This design comes from an exercise in tuning for small area, a short achievable clock period and few clock cycles per item on the open sky130 flow, not from production work.
Only simulation tests tie the RTL to the original design; equivalence was not proved.
Power and IR drop assume default switching activity.

Setup of raven:
// ghash_acc
module ghash_acc (
    input  wire         clk,
    input  wire         rst,         
    input  wire         in_valid,
    output wire         in_ready,
    input  wire [1:0]   in_op,
    input  wire [127:0] in_data,
    output wire [127:0] y,
    output wire         y_valid
);
Settings: LEC_CHECK=0, CAP_MARGIN=20, CORE_MARGIN=2, CORE_UTILIZATION=55, PLACE_DENSITY=0.7, SETUP_SLACK_MARGIN=2.2, SLEW_MARGIN=20; clock period 5.0 ns.
standard.sh (not shown) runs the stock make flow with config.mk's settings and CLKGATE_MAP_FILE= SYNTH_SCRIPT=/design/flow/synth_recipe.tcl, a recipe that flattens the netlist after the stock synthesis.
==> flow/flow/run.sh <==
#!/bin/bash
# The standard layout (standard.sh: the ORFS flow with the standard synthesis),
# with the port buffers made of sky130_fd_sc_hd__buf_4 instead of the cell
# buffer_ports picks by default. make's full output goes to standard_flow.log;
# each ORFS step keeps its own log under orfs/logs/.
set -euo pipefail
export BUFFER_PORTS_ARGS="-buffer_cell sky130_fd_sc_hd__buf_4"
bash standard.sh > standard_flow.log 2>&1
Having completed the whole flow, raven delivered a layout that passed the timing, design-rule and antenna checks.
Testbench counts of raven, summed over its fixed seeds: cycles 21,234, items 2,506.
#### Input delta (quartz over raven)
- SETUP_SLACK_MARGIN changed from 2.2 to 2.3
Results
- Every stage of the flow completed for quartz, and the final layout passed the timing, design-rule and antenna checks.
- Lower number of DRC violations after detailed-routing iteration 0 goes to quartz over raven.
- Worst hold slack across all endpoints (quartz over raven): increase, 0.0051 ns
- Compared quartz vs raven, and core utilization is up in quartz.
- Compared with raven, quartz shows a global-route usage that is 0.59 points higher.
- Compared with raven, quartz shows final cycle utilization of the critical path lower by 2.2 points.
- Between raven and quartz, combinational group share of total power increased.
- Against raven, the final cell area of quartz is higher.
- Re wire length on met3: raven and quartz aren't equal, and the lower value belongs to raven.
- Headroom to the max-slew limit: raven and quartz compared, lower one is raven
- Diff raven..quartz | complex-gate fraction of the synthesized area | negligible
- Between quartz and raven, it is quartz whose non-clock buffer count is higher, by 24%.

* * *

onyx:
Starting RTL as in the previous note.
export LEC_CHECK = 0
export CAP_MARGIN = 20
export CORE_MARGIN = 2
export CORE_UTILIZATION = 50
export PLACE_DENSITY = 0.65
export SETUP_SLACK_MARGIN = 2.3
export SLEW_MARGIN = 20
create_clock -name core_clock -period 5.0 [get_ports {clk}]
Scripts as last shown in full above: flow/flow/run.sh
onyx went all the way through the flow, and no timing, DRC or antenna check failed.
Testbench counts of onyx, summed over its fixed seeds: cycles 21,234, items 2,506.
Relative to onyx, the following input files were edited for sierra:
- PLACE_DENSITY changed from 0.65 to 0.75
- CORE_UTILIZATION changed from 50 to 65
==> flow/run.sh (new file) <==
#!/bin/bash
# synth_recipe.tcl (not shown) runs the flow's synth.tcl, then flattens the netlist and writes it again
# the make line also repeats each setting of config.mk as NAME=value (left out here)
make -C /OpenROAD-flow-scripts/flow DESIGN_CONFIG=/design/flow/config.mk WORK_HOME=/design/flow/orfs CLKGATE_MAP_FILE= SYNTH_SCRIPT=/design/flow/synth_recipe.tcl finish
removed: flow/flow/run.sh
removed: flow/standard.sh
==> results.txt <==
- Side by side, core footprint turned out lower in sierra than in onyx.
- Hold slack for sierra is higher than for onyx.
- Tapcell count went down by more than 10% going from onyx to sierra.
- Against onyx, sierra reports a clock share of power that is lower.
- Re share of the final layout cell area in multi-input gates: onyx was higher than sierra.
- Relative to onyx, final period demand of the worst path has gone up in sierra.
Inputs modified between sierra and garnet:
- SETUP_SLACK_MARGIN now 2.4, was 2.3
- CORE_UTILIZATION now 50, was 65
- PLACE_DENSITY now 0.65, was 0.75
==> flow/flow/run.sh (new file) <==
#!/bin/bash
# The standard layout (standard.sh: the ORFS flow with the standard synthesis),
# with the port buffers made of sky130_fd_sc_hd__buf_4 instead of the cell
# buffer_ports picks by default. make's full output goes to standard_flow.log;
# each ORFS step keeps its own log under orfs/logs/.
set -euo pipefail
export BUFFER_PORTS_ARGS="-buffer_cell sky130_fd_sc_hd__buf_4"
bash standard.sh > standard_flow.log 2>&1
==> flow/standard.sh (new file) <==
#!/bin/bash
# synth_recipe.tcl (not shown) runs the flow's synth.tcl, then flattens the netlist and writes it again
# the make line also repeats each setting of config.mk as NAME=value (left out here)
make -C /OpenROAD-flow-scripts/flow DESIGN_CONFIG=/design/flow/config.mk WORK_HOME=/design/flow/orfs CLKGATE_MAP_FILE= SYNTH_SCRIPT=/design/flow/synth_recipe.tcl "${@:-finish}"
removed: flow/run.sh
[summary]
- garnet vs sierra — global-route wire length before repair climbed slightly
- On garnet: antenna cell count is 1 lower than what sierra gave.
- Diff sierra -> garnet: final setup violation count about even, post-route cell area rose 3.6%.
- First-iteration DRC count, sierra and garnet: lower on garnet
- Inserted tap cell count up 32% in garnet wrt sierra

[static timing again, ports no longer ideal]
How much do the figures lean on ideal ports? The routed layouts below were timed once more, with nothing changed but the port constraints. Step 1, drivers: a clkbuf_16 drives clk and a buf_2 each remaining input, both assumed. Step 2 also shifts input and output timing later by t, the mid clock arrival at the registers, as if the neighbouring blocks saw the same clock. Three values: ideal ports, drivers, drivers and shift; two values: the first two.
run | shift t [ns] | slack for setup (ns) | cell pins on the clock port's net
raven | 0.712 | 2.172 / 2.196 / 1.508 | 1
quartz | 0.708 | 2.281 / 2.281 / 1.777 | 1
onyx | 0.709 | 2.332 / 2.332 / 1.847 | 1
sierra | 0.696 | 2.217 / 2.217 / 1.743 | 1
garnet | 0.711 | 2.389 / 2.389 / 1.795 | 1
After both steps every run listed still meets setup and hold. For raven, which loses most, drivers alone change the setup slack by +0.024 ns; drivers and shift together by -0.664 ns.
